Source: an optimization exercise on an open RTL-to-GDS flow (aim: small area, a short achievable clock period and few clock cycles). Production flows keep margins and buffers that such runs may drop.
No functional check of the RTL was part of any run shown here.

## flow/run.sh

```bash
#!/bin/bash
# synth_recipe.tcl (not shown) runs the flow's synth.tcl, then flattens the netlist and writes it again
# the make line also repeats each setting of config.mk as NAME=value (left out here)
make -C /OpenROAD-flow-scripts/flow DESIGN_CONFIG=/design/flow/config.mk WORK_HOME=/design/flow/orfs CLKGATE_MAP_FILE= SYNTH_SCRIPT=/design/flow/synth_recipe.tcl finish
```

## flow/config.mk

```make
export PLATFORM = sky130hd
export DESIGN_NAME = als_core
export DESIGN_NICKNAME = als_core
export VERILOG_FILES = /design/flow/design.v
export SDC_FILE = /design/flow/constraint.sdc
export NUM_CORES = 4
export LEC_CHECK = 0
export CAP_MARGIN = 20
export CORE_MARGIN = 2
export CORE_UTILIZATION = 40
export SLEW_MARGIN = 20
```

## flow/constraint.sdc

```tcl
create_clock -name core_clock -period 10.0 [get_ports {clk}]
set_input_delay 2.0000 -clock core_clock [delete_from_list [all_inputs] [get_ports {clk}]]
set_output_delay 2.0000 -clock core_clock [all_outputs]
set_load 0.01 [all_outputs]
```

## flow/design.v

```verilog
module als_div (
    input  wire [15:0] raw,
    input  wire [16:0] lux,       
    input  wire [3:0]  k,         
    output wire [16:0] lval,      
    output wire        lbig,      
    output wire [15:0] qval,      
    output wire        qbig       
);
    wire [42:0] zr = raw * 27'd123695059;
    wire [42:0] zl = lux * 26'd36408889;
    wire [42:0] lsh = zr >> (6'd35 - {2'd0, k});
    wire [42:0] qsh = zl >> (6'd17 + {2'd0, k});
    assign lval = lsh[16:0];
    assign lbig = lsh[16:0] > 17'd1000;
    assign qval = qsh[15:0];
    assign qbig = |qsh[42:16];
endmodule
module als_codec (
    input  wire [1:0]  op,        
    input  wire [2:0]  fid,
    input  wire [31:0] opd,
    output reg  [2:0]  status,
    output reg  [31:0] result
);
    localparam [2:0] ST_OK    = 3'd0;
    localparam [2:0] ST_INVAL = 3'd1;
    localparam [2:0] ST_UNKN  = 3'd2;
    reg [3:0]  sh;
    reg [15:0] wm;
    always @(*) begin
        case (fid)
            3'd0: begin sh = 4'd11; wm = 16'h0003; end
            3'd1: begin sh = 4'd6;  wm = 16'h000F; end
            3'd2: begin sh = 4'd4;  wm = 16'h0003; end
            3'd3: begin sh = 4'd1;  wm = 16'h0001; end
            3'd4: begin sh = 4'd0;  wm = 16'h0001; end
            3'd5: begin sh = 4'd0;  wm = 16'h0001; end
            3'd6: begin sh = 4'd1;  wm = 16'h0003; end
            default: begin sh = 4'd14; wm = 16'h0003; end
        endcase
    end
    reg        enc_ok;
    reg [3:0]  enc_code;
    always @(*) begin
        enc_ok   = 1'b1;
        enc_code = 4'd0;
        case (fid)
            3'd0: case (opd)
                      32'd8:  enc_code = 4'd0;
                      32'd16: enc_code = 4'd1;
                      32'd1:  enc_code = 4'd2;
                      32'd2:  enc_code = 4'd3;
                      default: enc_ok = 1'b0;
                  endcase
            3'd1: case (opd)
                      32'd100: enc_code = 4'd0;
                      32'd200: enc_code = 4'd1;
                      32'd400: enc_code = 4'd2;
                      32'd800: enc_code = 4'd3;
                      32'd50:  enc_code = 4'd8;
                      32'd25:  enc_code = 4'd12;
                      default: enc_ok = 1'b0;
                  endcase
            3'd2: case (opd)
                      32'd1: enc_code = 4'd0;
                      32'd2: enc_code = 4'd1;
                      32'd4: enc_code = 4'd2;
                      32'd8: enc_code = 4'd3;
                      default: enc_ok = 1'b0;
                  endcase
            3'd3, 3'd4, 3'd5: case (opd)
                      32'd0: enc_code = 4'd0;
                      32'd1: enc_code = 4'd1;
                      default: enc_ok = 1'b0;
                  endcase
            3'd6: case (opd)
                      32'd1: enc_code = 4'd0;
                      32'd2: enc_code = 4'd1;
                      32'd3: enc_code = 4'd2;
                      32'd4: enc_code = 4'd3;
                      default: enc_ok = 1'b0;
                  endcase
            default: case (opd)
                      32'd0: enc_code = 4'd0;
                      32'd1: enc_code = 4'd1;
                      32'd2: enc_code = 4'd2;
                      default: enc_ok = 1'b0;
                  endcase
        endcase
    end
    wire [15:0] code = (opd[15:0] >> sh) & wm;
    reg         dec_ok;
    reg [9:0]   dec_val;
    always @(*) begin
        dec_ok  = 1'b1;
        dec_val = 10'd0;
        case (fid)
            3'd0: case (code[1:0])
                      2'd0: dec_val = 10'd8;
                      2'd1: dec_val = 10'd16;
                      2'd2: dec_val = 10'd1;
                      default: dec_val = 10'd2;
                  endcase
            3'd1: case (code[3:0])
                      4'd0:  dec_val = 10'd100;
                      4'd1:  dec_val = 10'd200;
                      4'd2:  dec_val = 10'd400;
                      4'd3:  dec_val = 10'd800;
                      4'd8:  dec_val = 10'd50;
                      4'd12: dec_val = 10'd25;
                      default: dec_ok = 1'b0;
                  endcase
            3'd2: case (code[1:0])
                      2'd0: dec_val = 10'd1;
                      2'd1: dec_val = 10'd2;
                      2'd2: dec_val = 10'd4;
                      default: dec_val = 10'd8;
                  endcase
            3'd3, 3'd4, 3'd5: dec_val = {9'd0, code[0]};
            3'd6: dec_val = {8'd0, code[1:0]} + 10'd1;
            default: begin
                if (code[1:0] == 2'd3) dec_ok = 1'b0;
                else dec_val = {8'd0, code[1:0]};
            end
        endcase
    end
    wire        app_ok  = opd[31:16] <= wm;
    wire [15:0] app_val = (opd[15:0] & ~(wm << sh)) | (opd[31:16] << sh);
    always @(*) begin
        status = ST_OK;
        result = 32'd0;
        case (op)
            2'd0: if (enc_ok) result = {28'd0, enc_code}; else status = ST_INVAL;
            2'd1: if (dec_ok) result = {22'd0, dec_val};  else status = ST_UNKN;
            default: if (app_ok) result = {16'd0, app_val}; else status = ST_INVAL;
        endcase
    end
endmodule
module als_core (
    input  wire        clk,
    input  wire        rst,           
    input  wire        cmd_valid,
    input  wire [31:0] cmd_cw,
    input  wire [31:0] cmd_opd,
    output reg         busy,
    output reg         rsp_valid,
    output reg  [2:0]  rsp_status,
    output reg  [31:0] rsp_result
);
    localparam [2:0] ST_OK      = 3'd0;
    localparam [2:0] ST_UNSUP   = 3'd3;
    localparam [2:0] ST_RANGE   = 3'd4;
    localparam [2:0] ST_ILLEGAL = 3'd6;
    localparam signed [41:0] D4 = 42'sd1453975083254;
    localparam signed [41:0] D3 = -42'sd173259199036;
    localparam signed [41:0] D2 = 42'sd11468416445;
    localparam signed [41:0] D1 = 42'sd1076211433;
    wire [3:0] op     = cmd_cw[3:0];
    wire [3:0] sel    = cmd_cw[7:4];
    wire [1:0] gcode  = cmd_cw[9:8];
    wire [3:0] itcode = cmd_cw[13:10];
    reg illegal;
    always @(*) begin
        illegal = 1'b0;
        if (cmd_cw[31:14] != 18'd0) illegal = 1'b1;
        case (op)
            4'd0, 4'd2: if (cmd_cw[13:8] != 6'd0 || sel[3]) illegal = 1'b1;
            4'd1: if (cmd_cw[13:8] != 6'd0 || sel[3] || cmd_opd[31:16] != 16'd0) illegal = 1'b1;
            4'd3: if (sel != 4'd0 || cmd_opd[31:16] != 16'd0) illegal = 1'b1;
            4'd4: if (sel != 4'd0) illegal = 1'b1;
            default: illegal = 1'b1;
        endcase
    end
    reg [2:0] gs;
    reg [2:0] ts;
    reg       it_ok;
    always @(*) begin
        case (gcode)
            2'd1: gs = 3'd0;
            2'd0: gs = 3'd1;
            2'd3: gs = 3'd3;
            default: gs = 3'd4;
        endcase
        it_ok = 1'b1;
        case (itcode)
            4'd3:  ts = 3'd0;
            4'd2:  ts = 3'd1;
            4'd1:  ts = 3'd2;
            4'd0:  ts = 3'd3;
            4'd8:  ts = 3'd4;
            4'd12: ts = 3'd5;
            default: begin ts = 3'd0; it_ok = 1'b0; end
        endcase
    end
    wire [3:0] kshift = {1'b0, gs} + {1'b0, ts};
    wire       lux_oor = cmd_opd[31] || (cmd_opd > 32'd120000);
    wire [16:0] lval;
    wire        lbig;
    wire [15:0] qval;
    wire        qbig;
    als_div u_div (
        .raw  (cmd_opd[15:0]),
        .lux  (cmd_opd[16:0]),
        .k    (kshift),
        .lval (lval),
        .lbig (lbig),
        .qval (qval),
        .qbig (qbig)
    );
    wire [2:0]  codec_status;
    wire [31:0] codec_result;
    als_codec u_codec (
        .op     (op[1:0]),
        .fid    (sel[2:0]),
        .opd    (cmd_opd),
        .status (codec_status),
        .result (codec_result)
    );
    reg [2:0]  imm_status;
    reg [31:0] imm_result;
    reg        need_poly;
    always @(*) begin
        imm_status = ST_OK;
        imm_result = 32'd0;
        need_poly  = 1'b0;
        if (illegal) begin
            imm_status = ST_ILLEGAL;
        end else if (op == 4'd3) begin
            if (!it_ok) imm_status = ST_UNSUP;
            else if (lbig) need_poly = 1'b1;
            else imm_result = {15'd0, lval};
        end else if (op == 4'd4) begin
            if (lux_oor) imm_status = ST_RANGE;
            else if (!it_ok) imm_status = ST_UNSUP;
            else if (qbig) imm_status = ST_RANGE;
            else imm_result = {16'd0, qval};
        end else begin
            imm_status = codec_status;
            imm_result = codec_result;
        end
    end
    reg  [16:0]        lux_l;
    reg  signed [41:0] acc;
    reg  [1:0]         pstep;
    reg  signed [41:0] coef;
    always @(*) begin
        case (pstep)
            2'd0: coef = D3;
            2'd1: coef = D2;
            default: coef = D1;
        endcase
    end
    wire signed [59:0] prod     = acc * $signed({1'b0, lux_l});
    wire signed [41:0] acc_next = prod[58:17] + coef;
    always @(posedge clk) begin
        if (rst) begin
            busy       <= 1'b0;
            rsp_valid  <= 1'b0;
            rsp_status <= ST_OK;
            rsp_result <= 32'd0;
            lux_l      <= 17'd0;
            acc        <= 42'sd0;
            pstep      <= 2'd0;
        end else if (busy) begin
            pstep <= pstep + 2'd1;
            acc   <= acc_next;
            if (pstep == 2'd3) begin
                busy       <= 1'b0;
                rsp_valid  <= 1'b1;
                rsp_status <= ST_OK;
                rsp_result <= {5'd0, prod[56:30]};
            end
        end else if (cmd_valid) begin
            if (need_poly) begin
                busy      <= 1'b1;
                rsp_valid <= 1'b0;
                lux_l     <= lval;
                acc       <= D4;
                pstep     <= 2'd0;
            end else begin
                rsp_valid  <= 1'b1;
                rsp_status <= imm_status;
                rsp_result <= imm_result;
            end
        end
    end
endmodule
```

==> flow_metrics.tcl, run 1 <==
set metrics [dict create \
    status "timing/DRC/antenna clean" \
    fill_cells 12000 \
    synth_edf_count 0 \
    postCtsHoldBufs 0 \
    setup_tns_ns 0 \
    cp_slowest_cell "fa_2" \
    cp_max_fo 8 \
    synthArstFlopShare_pct 0 \
    port_buffers 98 \
    cts_tree "yes" \
    min_period_ns 9.75 \
    rows 128 \
    relSlewSlack_pct 33.8 \
    wl_um 162000 \
    cts_buffer_depth 2 \
    max_stage_delay_ns 0.66 \
    cts_buffers 9 \
    fmax_mhz 103 \
    synth_area_um2 49300 \
    wire_per_inst_um 20.6 \
    postPlaceCellArea_um2 55800 \
    initial_core_util_pct 40.4 \
    worst_slew_pin_slew_ns 0.993 \
    firstDrtPassIters 5 \
    clk_latency_ns 0.38 \
    fin_skew_ns 0.0102 \
    drive_above_1_share_pct 14.2 \
    ys_seq_area_share_pct 3.78 \
    die-height_um 355 \
    insertedDiodeCount 0 \
    r2r-start "lux_l[3]" \
    startpoint_type "input port" \
    synth_flop_cell "dfxtp_1" \
    vias 42300 \
    finalHoldViolCount 0 \
    die_w_um 355 \
    htree_levels 3 \
    final_area_um2 57400 \
    place_ws_ns -1.06 \
    required_ns 10.30 \
    clk_pin_slew_ns 0.07 \
    cp.arrival_ns 10.05 \
    synth_warnings 2 \
    grt_max_degree 70 \
    max-cap-violations 0 \
    fin_nets 7789 \
    period_share_pct 97.5 \
    cts_root_buffer "clkbuf_16" \
    report.final.slew_viol_count 0 \
    worstSetupStartpoint "cmd_opd[4]" \
    setup_viol 0 \
    antenna_found_initial 4 \
    track_usage_pct 25.9 \
    grt_pass1_vias 43800 \
    coreArea_um2 122000 \
    pin_count 104 \
    grt_pass1_wl_um 254000 \
    viasPerCell 5.36 \
    path_class "input port to flip-flop" \
    post-route-worst-setup-slack_ns 0.245 \
    drtAntennaViolNets 0 \
    final_util_pct 47.0 \
    synthCells 5784 \
    hp-class "flip-flop to flip-flop" \
    ys_seq_elements 93 \
    hold_start "rsp_result[24]" \
    dp_hpwl_um 138000 \
    die_area_um2 126000 \
    synthToLayoutAreaGrowth_pct 16.4 \
    drc 0 \
    cts_sinks 93 \
    gp_congestion 0.968 \
    syn_avg_cell_area_um2 8.52 \
    end_kind "flip-flop" \
    rsz0062_at_grt "true" \
    grt_overflow_total 0 \
    first_iter_violations 3184 \
    worst_path_most_repeated_cell "fa_1" \
    yosysUniqueCellTypes 100 \
]
logic make-up (layout without fill, tap and decap cells):
group,count (synthesis),in the layout,share of synthesized area [%]
compound gates,946,946,13.2
simple gates,1581,1582,15.1
fa+ha+maj,1472,1472,52.2
xor+xnor,125,125,2.22
mux,82,82,2.01
buf+inv,1484,1952,11.5
flops,93,93,3.78
other cells,1,5,0.00761
worst paths after layout:
check	end	slack, ns	cells past startpoint
worst max-delay path	rsp_result[8]	0.25	31
worst min-delay path	rsp_result[24]	0.48	2
worst min register to register	rsp_result[24]	0.48	2
worst max register to register	acc[41]	0.50	36
cells in the mapped netlist (29+ instances only):
master	instances	share of area (%)
o21a_1	29	0.44
a31oi_1	56	0.71
o211ai_1	46	0.70
inv_1	1193	9.1
nor2_1	243	1.9
and2_1	272	3.5
a21o_1	54	0.82
o21ai_0	145	1.5
a21oi_1	239	2.4
a211oi_1	43	0.65
xnor2_1	87	1.5
nand4_1	38	0.48
dfxtp_1	93	3.8
xor2_1	38	0.68
nand2_1	717	5.5
ha_1	494	13
nor3_1	62	0.63
nand3_1	71	0.72
nand2b_1	30	0.38
clkbuf_1	239	1.8
mux2i_1	53	1.1
fa_1	976	40
a22o_1	32	0.57
what timing repair did:
item / CTS / global route
resized for setup: 33 / 167
pin swaps: 6 / 58
setup buffers: 3 / 27
setup endpoints to repair: 93 / 93
gates cloned: 0 / 8
cell type report:
cell class                 instances  area (um^2)  area share, %
clock buffer                      11          243          0.423
clock inverter                     5         58.8          0.103
inverter                        1198         4500           7.84
multi-input combinational       4212        42500           74.2
sequential                        93         1880           3.27
tap                             1625         2030           3.54
timing repair buffer             738         6100           10.6
stage by stage:
stage,hold WS (ns),cells
CTS,0.484,7849
detailed placement,0.467,7830
finish,0.481,7882
global route,0.491,7882
floorplan,0.468,5788
global placement,0.457,7830
flip-flops by register name (all words and copies together) (netlist names):
register	flops
busy	1
acc	42
pstep	2
lux_l	17
rsp_valid	1
rsp_result	27
rsp_status	3
layer usage:
metal | track usage (%) | part of all wire (%) | up-vias
li1 | - | - | 19400
met1 | 36.5 | 44 | 21300
met2 | 41.9 | 46 | 1385
met3 | 3.49 | 6.6 | 213
met4 | 7.11 | 3.2 | 2
met5 | 0 | 0.0080 | -
placed cells by master (no fill, tap or decap), types with 30 or more instances in the layout:
| master | synthesis | layout |
|---|---|---|
| xor2_1 | 38 | 34 |
| o211ai_1 | 46 | 46 |
| nand2_1 | 717 | 714 |
| buf_4 | 10 | 608 |
| mux2i_1 | 53 | 52 |
| nor2_1 | 243 | 236 |
| ha_1 | 494 | 474 |
| nand3_1 | 71 | 70 |
| a211oi_1 | 43 | 38 |
| dfxtp_1 | 93 | 81 |
| o21ai_0 | 145 | 133 |
| a31oi_1 | 56 | 50 |
| xnor2_1 | 87 | 84 |
| nor3_1 | 62 | 53 |
| fa_1 | 976 | 967 |
| nand2b_1 | 30 | 30 |
| a22o_1 | 32 | 31 |
| clkdlybuf4s50_1 | 0 | 81 |
| inv_1 | 1193 | 1188 |
| a21o_1 | 54 | 54 |
| and2_1 | 272 | 270 |
| a21oi_1 | 239 | 224 |
| nand4_1 | 38 | 38 |
worst max-delay path, delay by kind of cell:
family          cells  cell delay (ns)
buf+inv             9             1.24
compound gates      6             1.29
mux                 1             0.52
simple gates        8             1.83
fa+ha+maj           7             3.17
==> inputs of run 2 (changes only) <==
--- a/flow/design.v
+++ b/flow/design.v
@@ -9,6 +9,27 @@
 );
-    wire [42:0] zr = raw * 27'd123695059;
-    wire [42:0] zl = lux * 26'd36408889;
-    wire [42:0] lsh = zr >> (6'd35 - {2'd0, k});
-    wire [42:0] qsh = zl >> (6'd17 + {2'd0, k});
+    wire [29:0] zr =
+        ({28'd0, raw[15:14]})
+        + ({25'd0, raw[15:11]})
+        - ({23'd0, raw[15:9]})
+        - ({17'd0, raw[15:3]})
+        - ({14'd0, raw} << 0)
+        - ({14'd0, raw} << 6)
+        - ({14'd0, raw} << 8)
+        + ({14'd0, raw} << 12)
+        + 30'd1;
+    wire [30:0] zl =
+        - ({29'd0, lux[16:15]})
+        + ({26'd0, lux[16:12]})
+        - ({23'd0, lux[16:9]})
+        + ({20'd0, lux[16:6]})
+        - ({17'd0, lux[16:3]})
+        + ({14'd0, lux} << 0)
+        - ({14'd0, lux} << 3)
+        - ({14'd0, lux} << 6)
+        - ({14'd0, lux} << 8)
+        + ({14'd0, lux} << 10)
+        + ({14'd0, lux} << 13)
+        + 31'd1;
+    wire [29:0] lsh = zr >> (5'd20 - {1'b0, k});
+    wire [30:0] qsh = zl >> (5'd5 + {1'b0, k});
     assign lval = lsh[16:0];
@@ -16,3 +37,3 @@
     assign qval = qsh[15:0];
-    assign qbig = |qsh[42:16];
+    assign qbig = |qsh[30:16];
 endmodule
==> flow_metrics.tcl, run 2 <==
set metrics [dict create \
    status "timing/DRC/antenna clean" \
    setup_tns_ns 0 \
    cts_buffers 9 \
    max-cap-violations 0 \
    cts_buffer_depth 2 \
    wl_um 139000 \
    antenna_found_initial 6 \
    max_stage_delay_ns 0.74 \
    port_buffers 98 \
    synth_warnings 2 \
    worst_path_most_repeated_cell "ha_1" \
    cts_tree "yes" \
    pin_count 104 \
    drc 0 \
    gp_congestion 0.969 \
    layout_common_cells "inv_1 (1,059), fa_1 (789), nand2_1 (596)" \
    first_iter_violations 3046 \
    syn_avg_cell_area_um2 8.25 \
    yosys.area.top_type "fa_1" \
    hp-class "flip-flop to flip-flop" \
    synthCells 5238 \
    track_usage_pct 25.2 \
    die_w_um 333 \
    top_regs "acc (42), rsp_result (27), lux_l (17)" \
    grt_max_degree 58 \
    synth_edf_count 0 \
    cts_root_buffer "clkbuf_16" \
    place_ws_ns -0.153 \
    clk_pin_slew_ns 0.08 \
    min_period_ns 9.66 \
    synth_area_um2 43200 \
    finalHoldViolCount 0 \
    cp.arrival_ns 9.97 \
    fmax_mhz 104 \
    initial_core_util_pct 40.3 \
    vias 37000 \
    crit_buf_inv 4 \
    period_share_pct 96.6 \
    rows 120 \
    synthToLayoutAreaGrowth_pct 7.67 \
    layout_commonest_cell "inv_1" \
    synthArstFlopShare_pct 0 \
    firstDrtPassIters 5 \
    required_ns 10.31 \
    fin_nets 6460 \
    startpoint_type "input port" \
    cts_sinks 93 \
    grt_overflow_total 0 \
    clk_latency_ns 0.37 \
    post-route-worst-setup-slack_ns 0.345 \
    hold_ws_ns 0.520 \
    drtAntennaViolNets 0 \
    final_util_pct 43.4 \
    die-height_um 333 \
    ys_seq_elements 93 \
    yosysUniqueCellTypes 105 \
    htree_levels 3 \
    largest-register "acc" \
    end_kind "flip-flop" \
    rsz0062_at_grt "true" \
    largest_reg_flops 42 \
    setup_viol 0 \
    fin_skew_ns 0.0124 \
    worst_slew_pin_slew_ns 1.04 \
    fill_cells 10800 \
    die_area_um2 111000 \
    cp_max_fo 22 \
    path_class "input port to flip-flop" \
    relSlewSlack_pct 29.3 \
    viasPerCell 5.57 \
    synth_flop_cell "dfxtp_1" \
    yosys-top-cells-area "fa_1 (37%), ha_1 (11%), inv_1 (9.2%), nand2_1 (5.2%), and2_1 (4.9%)" \
    cp_slowest_cell "a2111oi_0" \
    ys_seq_area_share_pct 4.31 \
    yosysTopAreaCellShare_pct 36.5 \
    coreArea_um2 107000 \
    cp_top_family "compound AO/OA/AOI/OAI gates" \
    wire_per_inst_um 20.9 \
    report.final.slew_viol_count 0 \
    grt_pass1_vias 37500 \
    grt_pass1_wl_um 220000 \
    dp_hpwl_um 116000 \
    drive_above_1_share_pct 5.54 \
    yosysMostFrequentCell "inv_1" \
    synthTopCellsByCount "inv_1 (1,060), fa_1 (789), nand2_1 (596), ha_1 (373), and2_1 (340)" \
    cts_setup_buffers 0 \
]
run 2: cell type report:
cell class	count	area (um^2)	area share (%)
antenna	2	5.00	0.0108
multi-input combinational	3811	36400	78.2
inverter	1065	4000	8.59
clock inverter	7	91.3	0.196
clock buffer	9	225	0.484
sequential	93	1900	4.07
timing repair buffer	251	2160	4.64
tap	1403	1760	3.77
run 2: stage by stage:
step,instances,instance area [um^2]
floorplan,5242,43300
global placement,6622,46100
detailed placement,6622,46100
CTS,6638,46400
global route,6640,46500
finish,6641,46500
run 2: final timing paths:
kind	start	end	slack, ns	depth (start not counted)
setup / recovery	cmd_opd[11]	acc[30]	0.34	27
hold / removal	rsp_result[11]	rsp_result[11]	0.52	2
setup reg to reg	acc[15]	acc[41]	0.39	33
hold reg to reg	rsp_result[11]	rsp_result[11]	0.52	2
run 2: worst min-delay path: cells and delay by family (launching register included):
family,cells,cell delay (ns)
and+or+nand+nor,1,0.10
DFF,1,0.32
AOI/OAI and AO/OA,1,0.05
run 2: cells by family after synthesis:
family | share of synthesized area, %
xor gates and xnor gates | 2.64
DFF | 4.31
and+or+nand+nor | 17.3
other | 0.00867
AOI/OAI and AO/OA | 14.6
muxes | 2.05
adders and majority gates | 47.4
buffers and inverters | 11.7
run 2: timing repair:
item | 4_1_cts | 5_1_grt
endpoints found under the hold margin | 0 | 0
hold buffers | 0 | 0
pin swaps | 0 | 1
gates resized for setup | 5 | 27
endpoints found under the setup margin | 4 | 13
run 2: per-layer routing:
layer  share of wire, %  global-route usage (%)
met5              0.032                       0
met4                2.6                    6.66
met3                7.4                    3.40
met2                 46                    40.6
met1                 44                    35.5
==> inputs of run 3 (changes only) <==
--- a/flow/design.v
+++ b/flow/design.v
@@ -4,36 +4,57 @@
     input  wire [3:0]  k,         
+    output wire [29:0] zr,
+    output wire [30:0] zl,
     output wire [16:0] lval,      
-    output wire        lbig,      
-    output wire [15:0] qval,      
-    output wire        qbig       
+    output reg         lbig,      
+    output reg         qbig       
 );
-    wire [29:0] zr =
-        ({28'd0, raw[15:14]})
-        + ({25'd0, raw[15:11]})
-        - ({23'd0, raw[15:9]})
-        - ({17'd0, raw[15:3]})
-        - ({14'd0, raw} << 0)
-        - ({14'd0, raw} << 6)
-        - ({14'd0, raw} << 8)
-        + ({14'd0, raw} << 12)
-        + 30'd1;
-    wire [30:0] zl =
-        - ({29'd0, lux[16:15]})
-        + ({26'd0, lux[16:12]})
-        - ({23'd0, lux[16:9]})
-        + ({20'd0, lux[16:6]})
-        - ({17'd0, lux[16:3]})
-        + ({14'd0, lux} << 0)
-        - ({14'd0, lux} << 3)
-        - ({14'd0, lux} << 6)
-        - ({14'd0, lux} << 8)
-        + ({14'd0, lux} << 10)
-        + ({14'd0, lux} << 13)
-        + 31'd1;
+    assign zr =
+          {28'd0, raw[15:14]}
+        + {25'd0, raw[15:11]}
+        + {23'd0, ~raw[15:9]}
+        + {17'd0, ~raw[15:3]}
+        + {14'd0, ~raw[15:0]}
+        + {8'd0, ~raw[15:0], 6'd0}
+        + {6'd0, ~raw[15:0], 8'd0}
+        + {2'd0, raw[15:0], 12'd0}
+        + 30'd1052696772;
+    assign zl =
+          {29'd0, ~lux[16:15]}
+        + {26'd0, lux[16:12]}
+        + {23'd0, ~lux[16:9]}
+        + {20'd0, lux[16:6]}
+        + {17'd0, ~lux[16:3]}
+        + {14'd0, lux[16:0]}
+        + {11'd0, ~lux[16:0], 3'd0}
+        + {8'd0, ~lux[16:0], 6'd0}
+        + {6'd0, ~lux[16:0], 8'd0}
+        + {4'd0, lux[16:0], 10'd0}
+        + {1'd0, lux[16:0], 13'd0}
+        + 31'd2104475720;
     wire [29:0] lsh = zr >> (5'd20 - {1'b0, k});
-    wire [30:0] qsh = zl >> (5'd5 + {1'b0, k});
     assign lval = lsh[16:0];
-    assign lbig = lsh[16:0] > 17'd1000;
-    assign qval = qsh[15:0];
-    assign qbig = |qsh[30:16];
+    always @(*) begin
+        case (k)
+            4'd3: lbig = raw >= 16'd34757;
+            4'd4: lbig = raw >= 16'd17379;
+            4'd5: lbig = raw >= 16'd8690;
+            4'd6: lbig = raw >= 16'd4345;
+            4'd7: lbig = raw >= 16'd2173;
+            4'd8: lbig = raw >= 16'd1087;
+            4'd9: lbig = raw >= 16'd544;
+            default: lbig = 1'b0;
+        endcase
+        case (k)
+            4'd0: qbig = lux >= 17'd236;
+            4'd1: qbig = lux >= 17'd472;
+            4'd2: qbig = lux >= 17'd944;
+            4'd3: qbig = lux >= 17'd1888;
+            4'd4: qbig = lux >= 17'd3775;
+            4'd5: qbig = lux >= 17'd7550;
+            4'd6: qbig = lux >= 17'd15100;
+            4'd7: qbig = lux >= 17'd30199;
+            4'd8: qbig = lux >= 17'd60398;
+            default: qbig = 1'b0;
+        endcase
+    end
 endmodule
@@ -169,3 +190,3 @@
     output reg  [2:0]  rsp_status,
-    output reg  [31:0] rsp_result
+    output wire [31:0] rsp_result
 );
@@ -216,7 +237,8 @@
     end
-    wire [3:0] kshift = {1'b0, gs} + {1'b0, ts};
+    wire [3:0] kshift  = {1'b0, gs} + {1'b0, ts};
     wire       lux_oor = cmd_opd[31] || (cmd_opd > 32'd120000);
+    wire [29:0] zr;
+    wire [30:0] zl;
     wire [16:0] lval;
     wire        lbig;
-    wire [15:0] qval;
     wire        qbig;
@@ -226,5 +248,6 @@
         .k    (kshift),
+        .zr   (zr),
+        .zl   (zl),
         .lval (lval),
         .lbig (lbig),
-        .qval (qval),
         .qbig (qbig)
@@ -241,3 +264,5 @@
     reg [2:0]  imm_status;
-    reg [31:0] imm_result;
+    reg [31:0] imm_value;
+    reg        imm_shift;
+    reg        imm_b16;      
     reg        need_poly;
@@ -245,3 +270,5 @@
         imm_status = ST_OK;
-        imm_result = 32'd0;
+        imm_value  = 32'd0;
+        imm_shift  = 1'b0;
+        imm_b16    = 1'b0;
         need_poly  = 1'b0;
@@ -251,4 +278,8 @@
             if (!it_ok) imm_status = ST_UNSUP;
-            else if (lbig) need_poly = 1'b1;
-            else imm_result = {15'd0, lval};
+            else begin
+                need_poly = lbig;
+                imm_value = {2'd0, zr};
+                imm_shift = 1'b1;
+                imm_b16   = 1'b1;
+            end
         end else if (op == 4'd4) begin
@@ -257,8 +288,19 @@
             else if (qbig) imm_status = ST_RANGE;
-            else imm_result = {16'd0, qval};
+            else begin
+                imm_value = {1'b0, zl};
+                imm_shift = 1'b1;
+            end
         end else begin
             imm_status = codec_status;
-            imm_result = codec_result;
+            imm_value  = codec_result;
         end
     end
+    wire [4:0] imm_sh = (op == 4'd3) ? (5'd20 - {1'b0, kshift}) : (5'd5 + {1'b0, kshift});
+    reg  [31:0] res_val;
+    reg         res_shift;
+    reg         res_b16;
+    reg  [4:0]  res_sh;
+    wire [31:0] res_shifted = res_val >> res_sh;
+    assign rsp_result = res_shift ? {15'd0, res_shifted[16] & res_b16, res_shifted[15:0]}
+                                  : res_val;
     reg  [16:0]        lux_l;
@@ -271,7 +313,43 @@
             2'd1: coef = D2;
-            default: coef = D1;
+            2'd2: coef = D1;
+            default: coef = 42'sd0;
         endcase
     end
-    wire signed [59:0] prod     = acc * $signed({1'b0, lux_l});
-    wire signed [41:0] acc_next = prod[58:17] + coef;
+    wire [19:0] lbe   = {2'b00, lux_l, 1'b0};
+    wire [42:0] acc_x = {acc[41], acc};
+    wire [42:0] acc_2 = {acc, 1'b0};
+    reg  [42:0] pp   [0:8];
+    reg  [8:0]  pneg;
+    integer i;
+    always @(*) begin
+        for (i = 0; i < 9; i = i + 1) begin
+            pneg[i] = lbe[2*i+2];
+            case (lbe[2*i+2 -: 3])
+                3'b001, 3'b010: pp[i] = acc_x;
+                3'b011:         pp[i] = acc_2;
+                3'b100:         pp[i] = ~acc_2;
+                3'b101, 3'b110: pp[i] = ~acc_x;
+                default:        pp[i] = {43{lbe[2*i+2]}};
+            endcase
+            pp[i][42] = ~pp[i][42];
+        end
+    end
+    localparam [58:0] PP_K = -(59'h1 << 42) - (59'h1 << 44) - (59'h1 << 46)
+                           - (59'h1 << 48) - (59'h1 << 50) - (59'h1 << 52)
+                           - (59'h1 << 54) - (59'h1 << 56) - (59'h1 << 58);
+    wire [58:0] coef_row = {coef[41:0], 17'd0};
+    wire [58:0] negs = {42'd0, 1'b0, pneg[8], 1'b0, pneg[7], 1'b0, pneg[6], 1'b0, pneg[5],
+                        1'b0, pneg[4], 1'b0, pneg[3], 1'b0, pneg[2], 1'b0, pneg[1],
+                        1'b0, pneg[0]};
+    wire [58:0] psum = {16'd0, pp[0]}
+                     + {14'd0, pp[1], 2'd0}
+                     + {12'd0, pp[2], 4'd0}
+                     + {10'd0, pp[3], 6'd0}
+                     + {8'd0,  pp[4], 8'd0}
+                     + {6'd0,  pp[5], 10'd0}
+                     + {4'd0,  pp[6], 12'd0}
+                     + {2'd0,  pp[7], 14'd0}
+                     + {pp[8], 16'd0}
+                     + negs + PP_K + coef_row;
+    wire signed [41:0] acc_next = psum[58:17];
     always @(posedge clk) begin
@@ -281,3 +359,6 @@
             rsp_status <= ST_OK;
-            rsp_result <= 32'd0;
+            res_val    <= 32'd0;
+            res_shift  <= 1'b0;
+            res_b16    <= 1'b0;
+            res_sh     <= 5'd0;
             lux_l      <= 17'd0;
@@ -292,15 +373,17 @@
                 rsp_status <= ST_OK;
-                rsp_result <= {5'd0, prod[56:30]};
+                res_val    <= {5'd0, psum[56:30]};
+                res_shift  <= 1'b0;
             end
-        end else if (cmd_valid) begin
-            if (need_poly) begin
-                busy      <= 1'b1;
-                rsp_valid <= 1'b0;
-                lux_l     <= lval;
-                acc       <= D4;
-                pstep     <= 2'd0;
-            end else begin
-                rsp_valid  <= 1'b1;
+        end else begin
+            lux_l <= lval;
+            acc   <= D4;
+            pstep <= 2'd0;
+            if (cmd_valid) begin
+                busy       <= need_poly;
+                rsp_valid  <= ~need_poly;
                 rsp_status <= imm_status;
-                rsp_result <= imm_result;
+                res_val    <= imm_value;
+                res_shift  <= imm_shift;
+                res_b16    <= imm_b16;
+                res_sh     <= imm_sh;
             end
--- a/flow/config.mk
+++ b/flow/config.mk
@@ -7,2 +7,3 @@
 export LEC_CHECK = 0
+export ABC_CLOCK_PERIOD_IN_PS = 6000
 export CAP_MARGIN = 20
@@ -10,2 +11,3 @@
 export CORE_UTILIZATION = 40
+export SETUP_SLACK_MARGIN = 3
 export SLEW_MARGIN = 20
==> flow_metrics.tcl, run 3 <==
set metrics [dict create \
    status "timing/DRC/antenna clean" \
    die_w_um 341 \
    synth_compound_area_share_pct 27.9 \
    die_area_um2 116000 \
    r2r-start "lux_l[3]" \
    drive_above_1_share_pct 12.6 \
    fill_cells 11200 \
    track_usage_pct 30.2 \
    relSlewSlack_pct 25.4 \
    synth_xor_area_share_pct 3.13 \
    grt_busiest_layer "met2" \
    largest_reg_flops 42 \
    fin_nets 7169 \
    firstDrtPassIters 8 \
    startpoint_type "input port" \
    cp_max_fo 3 \
    hold_depth 2 \
    yosys.area.top_type "fa_1" \
    ys_seq_elements 104 \
    cts_tree "yes" \
    r2r-end "res_val[24]" \
    hp-class "flip-flop to flip-flop" \
    die-height_um 341 \
    hold_end "rsp_status[1]" \
    yosysUniqueCellTypes 97 \
    vias 49700 \
    synthCells 6472 \
    path_class "input port to flip-flop" \
    synth_warnings 4 \
    worst_slew_pin_slew_ns 1.11 \
    min_period_ns 7.15 \
    hold_start "rsp_status[1]" \
    synth_fa_ha_area_share_pct 33.8 \
    synth_area_um2 45300 \
    hold_ws_ns 0.458 \
    coreArea_um2 112000 \
    final_area_um2 52300 \
    htree_levels 3 \
    rows 123 \
    post-route-worst-setup-slack_ns 2.85 \
    max-cap-violations 0 \
    wl_um 190000 \
    finalHoldViolCount 0 \
    use_met1_pct 41.0 \
    place_ws_ns 1.50 \
    report.final.slew_viol_count 0 \
    yosysMostFrequentCell "nand2_1" \
    yosysTopAreaCellShare_pct 19.4 \
    period_share_pct 71.5 \
    muxShareOfSynthArea_pct 3.52 \
    gp_congestion 0.955 \
    drtAntennaViolNets 0 \
    grt_pass1_vias 45200 \
    cp.arrival_ns 7.42 \
    end_kind "flip-flop" \
    synth-simple-area-share_pct 17.7 \
    postPlaceCellArea_um2 47200 \
    wire_per_inst_um 24.2 \
    fmax_mhz 140 \
    synthTopCellsByCount "nand2_1 (770), o21ai_0 (700), a21oi_1 (623), nor2_1 (523), clkbuf_1 (515)" \
    drc 0 \
    synthToLayoutAreaGrowth_pct 15.6 \
    fin_skew_ns 0.0118 \
    pin_count 104 \
    grt_pass1_wl_um 276000 \
    syn_avg_cell_area_um2 7.00 \
    met3_usage_pct 4.75 \
    reg2reg_setup_slack_ns 2.89 \
    ff2ff_path_depth 24 \
    synth_top_family_by_area "adder cells" \
    synth_flop_cell "dfxtp_1" \
    required_ns 10.27 \
    grt_max_degree 93 \
    ys_seq_area_share_pct 4.60 \
    cts_buffers 9 \
    clk_latency_ns 0.38 \
    yosys-top-cells-area "fa_1 (19%), ha_1 (9.3%), o21ai_0 (7.7%), a21oi_1 (6.9%), nand2_1 (6.4%)" \
    synthArstFlopShare_pct 0 \
    port_buffers 102 \
    initial_core_util_pct 40.3 \
    top_regs "acc (42), res_val (31), lux_l (17)" \
    met2_usage_pct 47.8 \
    first_iter_violations 6300 \
    postCtsHoldBufs 0 \
    cts_root_buffer "clkbuf_16" \
    grt_overflow_total 0 \
    dp_hpwl_um 123000 \
    cts_buffer_depth 2 \
    clk_pin_slew_ns 0.08 \
    layout_common_cells "nand2_1 (766), o21ai_0 (665), a21oi_1 (597)" \
    rsz0062_at_grt "true" \
    layout_commonest_cell "nand2_1" \
    cts_sinks 104 \
    antenna_found_initial 2 \
    setup_viol 0 \
    setup_tns_ns 0 \
    viasPerCell 6.35 \
    largest-register "acc" \
    synth_edf_count 0 \
]
==> run 3: changes by cell type in the layout (fill, tap and decap cells not counted), moves of 43 or more <==
cell,previous run,this run
inv_1,1059,419
o21ai_0,139,665
a21oi_1,209,597
fa_1,789,418
and2_1,340,15
nor2_1,203,515
maj3_1,1,233
nand2_1,596,766
o22ai_1,24,167
o211ai_1,43,160
nand3_1,73,182
buf_4,147,250
ha_1,372,303
buf_12,1,44
==> run 3: final cells by class <==
type	count	area, um^2	area share [%]
clock inverters	5	42.5	0.0813
diodes	4	10.0	0.0191
well taps	1500	1880	3.59
flip-flops and latches	104	2190	4.18
multi-input cells	5239	40200	76.7
repair buffers	506	5910	11.3
inverters	469	1890	3.61
clock buffers	11	264	0.504
==> run 3: how the worst max path moves through the flow <==
stage,endpoint,startpoint,cells after the start,slack [ns]
finish,res_val[25],cmd_opd[15],26,2.85
global placement,res_val[25],cmd_opd[16],27,1.49
detailed placement,res_val[27],cmd_opd[16],27,1.50
CTS,res_val[25],cmd_opd[16],24,2.98
floorplan,res_val[25],cmd_opd[13],25,2.74
global route,res_val[25],cmd_opd[16],28,2.67
==> run 3: kinds of logic (layout without fill, tap and decap cells) <==
logic type,count (synthesis),after routing
compound gates,2117,2117
xor+xnor,162,162
fa+ha+maj,1007,1007
buf+inv,1129,991
flops,104,104
mux,123,123
other cells,1,5
simple gates,1829,1829
==> run 3: what timing repair did <==
action | 4_1_cts | 5_1_grt
setup endpoints to repair | 81 | 55
resized for setup | 266 | 238
setup buffers | 131 | 93
cloned | 10 | 20
pin swaps | 63 | 97
==> run 3: routing by layer <==
| layer | vias to the layer above | share of wire, % |
|---|---|---|
| met4 | 4 | 5.3 |
| met5 | - | 0.017 |
| met3 | 558 | 9.8 |
| li1 | 22400 | - |
| met1 | 24000 | 40 |
| met2 | 2763 | 44 |
==> run 3: per-stage QoR <==
step | cells | util, %
finish | 7838 | 46.6
global route | 7834 | 46.6
CTS | 7720 | 44.6
detailed placement | 7563 | 42.0
global placement | 7563 | 42.0
floorplan | 6472 | -
==> run 3: worst max-delay path: stages <==
cell,delay (ns)
buf_12,0.11
clkinvlp_4,0.08
ha_4,0.14
inv_4,0.04
fa_2,0.42
xnor2_2,0.16
fa_2,0.53
inv_2,0.04
fa_2,0.47
fa_2,0.37
fa_1,0.50
inv_2,0.05
ha_4,0.17
fa_2,0.38
a21o_1,0.18
a21oi_2,0.16
nor3_2,0.07
o211ai_1,0.22
o21ai_2,0.13
a311oi_2,0.36
buf_4,0.19
o21ai_4,0.06
a21oi_2,0.14
xnor2_1,0.13
a21oi_1,0.09
o41ai_1,0.25
==> inputs of run 4 (changes only) <==
--- a/flow/config.mk
+++ b/flow/config.mk
@@ -7,3 +7,2 @@
 export LEC_CHECK = 0
-export ABC_CLOCK_PERIOD_IN_PS = 6000
 export CAP_MARGIN = 20
@@ -11,3 +10,2 @@
 export CORE_UTILIZATION = 40
-export SETUP_SLACK_MARGIN = 3
 export SLEW_MARGIN = 20
==> flow_metrics.tcl, run 4 <==
set metrics [dict create \
    synth_flop_cell "dfxtp_1" \
    startpoint_type "flip-flop" \
    drive_above_1_share_pct 4.74 \
    max_stage_delay_ns 0.74 \
    coreArea_um2 112000 \
    ys_seq_area_share_pct 4.60 \
    cp_max_fo 49 \
    finalHoldViolCount 0 \
    grt_overflow_total 0 \
    wl_met2_um 74400 \
    synth_warnings 4 \
    synth_area_um2 45300 \
    r2r-start "lux_l[15]" \
    cts_setup_buffers 0 \
    port_buffers 102 \
    cp.arrival_ns 8.69 \
    synthTopCellsByCount "nand2_1 (770), o21ai_0 (700), a21oi_1 (623), nor2_1 (523), clkbuf_1 (515)" \
    initial_core_util_pct 40.3 \
    first_iter_violations 4791 \
    fin_skew_ns 0.0145 \
    hp-class "flip-flop to flip-flop" \
    track_usage_pct 27.9 \
    cts_sinks 104 \
    worst_path_most_repeated_cell "fa_1" \
    cts_buffers 9 \
    grt_max_degree 223 \
    setup_tns_ns 0 \
    ys_seq_elements 104 \
    yosys.area.top_type "fa_1" \
    die_area_um2 116000 \
    rsz0062_at_grt "false" \
    largest_reg_flops 42 \
    firstDrtPassIters 6 \
    cts_buffer_depth 2 \
    crit_path_cell_trace "inv_2, ha_2, a22oi_1, or2_2, fa_1, fa_1, inv_1, fa_1, fa_1, fa_1, ha_1, a211oi_1, o21ai_0, a2111oi_0, a211oi_1, o21ai_1, a21oi_1, a31oi_1, o21ai_1, xor2_1, a221oi_1, nor3_1" \
    synthArstFlopShare_pct 0 \
    status "timing/DRC/antenna clean" \
    pin_count 104 \
    grt_pass1_vias 43200 \
    fill_cells 11800 \
    wire_per_inst_um 21.9 \
    cp_top_family "adder cells" \
    wl_met1_um 71700 \
    cts_resized 0 \
    setup_viol 0 \
    gp_congestion 0.962 \
    fin_nets 6907 \
    postCtsHoldBufs 0 \
    cp_slowest_cell "ha_2" \
    path_class "flip-flop to flip-flop" \
    min_period_ns 8.43 \
    final_cells 7573 \
    synthToLayoutAreaGrowth_pct 4.39 \
    topRoutingLayerUsed "met5" \
    period_share_pct 84.3 \
    cts_root_buffer "clkbuf_16" \
    worstSetupStartpoint "lux_l[15]" \
    hold_start "rsp_status[0]" \
    synthCells 6472 \
    cts_tree "yes" \
    rows 123 \
    place_ws_ns 1.39 \
    layout_common_cells "nand2_1 (770), o21ai_0 (699), a21oi_1 (622)" \
    clk_pin_slew_ns 0.08 \
    die-height_um 341 \
    clk_latency_ns 0.39 \
    drtAntennaViolNets 0 \
    report.final.slew_viol_count 0 \
    reg2reg_setup_slack_ns 1.57 \
    vias 46700 \
    drc 0 \
    largest-register "acc" \
    place_inst 7556 \
    end_kind "flip-flop" \
    worst_slew_pin_slew_ns 1.08 \
    synth_edf_count 0 \
    fmax_mhz 119 \
    layout_commonest_cell "nand2_1" \
    antenna_found_initial 3 \
    wl_met3_um 12800 \
    viasPerCell 6.16 \
    post-route-worst-setup-slack_ns 1.57 \
    htree_levels 3 \
    syn_avg_cell_area_um2 7.00 \
    die_w_um 341 \
    dp_hpwl_um 121000 \
    yosysUniqueCellTypes 97 \
    crit_buf_inv 2 \
    wl_um 166000 \
    relSlewSlack_pct 27.7 \
    required_ns 10.26 \
    top_regs "acc (42), res_val (31), lux_l (17)" \
    yosysMostFrequentCell "nand2_1" \
    yosys-top-cells-area "fa_1 (19%), ha_1 (9.3%), o21ai_0 (7.7%), a21oi_1 (6.9%), nand2_1 (6.4%)" \
    grt_pass1_wl_um 258000 \
    yosysTopAreaCellShare_pct 19.4 \
    max-cap-violations 0 \
]
==> run 4: cell counts after synthesis <==
Identical to the previous run, type by type.
==> run 4: layer usage <==
layer  vias to the layer above  GRT usage [%]
li1                      21800              -
met1                     22400           39.0
met2                      2065           44.5
met3                       357           3.01
met4                         2           9.96
met5                         -              0
==> run 4: final cells by class <==
cell class / instances / area (um^2) / share of cell area (%)
Antenna cell: 1 / 2.50 / 0.00529
Inverter: 469 / 1760 / 3.72
Clock inverter: 7 / 93.8 / 0.198
Sequential cell: 104 / 2140 / 4.53
Tap cell: 1500 / 1880 / 3.97
Clock buffer: 9 / 225 / 0.476
Timing Repair Buffer: 244 / 2220 / 4.69
Multi-Input combinational cell: 5239 / 39000 / 82.4
==> run 4: cells by family (layout without fill, tap and decap cells) <==
logic type                 after synthesis  after routing  share of synthesized area, %
and+or+nand+nor                       1829           1829                          17.7
muxes                                  123            123                          3.52
xor gates and xnor gates               162            162                          3.13
adders and majority gates             1007           1007                          33.8
AOI/OAI and AO/OA                     2117           2117                          27.9
other                                    1              2                       0.00828
buffers and inverters                 1129            729                          9.40
DFF                                    104            104                          4.60
==> run 4: worst min-delay path, cell delays in order (launching register included) <==
cell and delay (ns):
dfxtp_1 0.32, nand2_1 0.05, a21oi_1 0.05
==> run 4: metrics by stage <==
step | util, % | instance area (um^2) | hold slack, ns
after floorplan | - | 45300 | 0.433
after global placement | 41.8 | 47000 | 0.448
after detailed placement | 41.8 | 47000 | 0.452
after CTS | 42.1 | 47300 | 0.466
after global routing | 42.1 | 47300 | 0.505
final | 42.1 | 47300 | 0.461
==> run 4: final timing paths <==
check / endpoint / cells after the start
setup / recovery: res_val[19] / 22
hold / removal: rsp_status[0] / 2
setup reg to reg: res_val[19] / 22
hold reg to reg: rsp_status[0] / 2

-- port drivers added, routing unchanged --
Ports are ideal in the flow. The routed layouts listed here were re-timed in OpenROAD. Step 1 assumes that a clkbuf_16 drives the clock port and a buf_2 every other input. Step 2 moves the port delays by t, midway between the first and last clock arrival at a register: inputs arrive t later, outputs are due t later. That takes back most of the time a late clock gives input paths. Slacks: ideal / step 1 / step 2; pairs: ideal / step 1.
run | t (ns) | slack for setup (ns) | worst data-port slew with drivers (ns)
run 1 | 0.438 | 0.245 / 0.295 / -0.143 | 0.17
run 2 | 0.426 | 0.345 / 0.378 / -0.048 | 0.34
run 3 | 0.435 | 2.849 / 2.863 / 2.428 | 0.07
run 4 | 0.442 | 1.566 / 1.566 / 1.244 | 0.05
Met with ideal ports but missed after step 2: setup timing in run 1 and run 2. The setup slack of run 3, which loses most, moves by +0.014 ns with the drivers and by -0.421 ns with both steps.
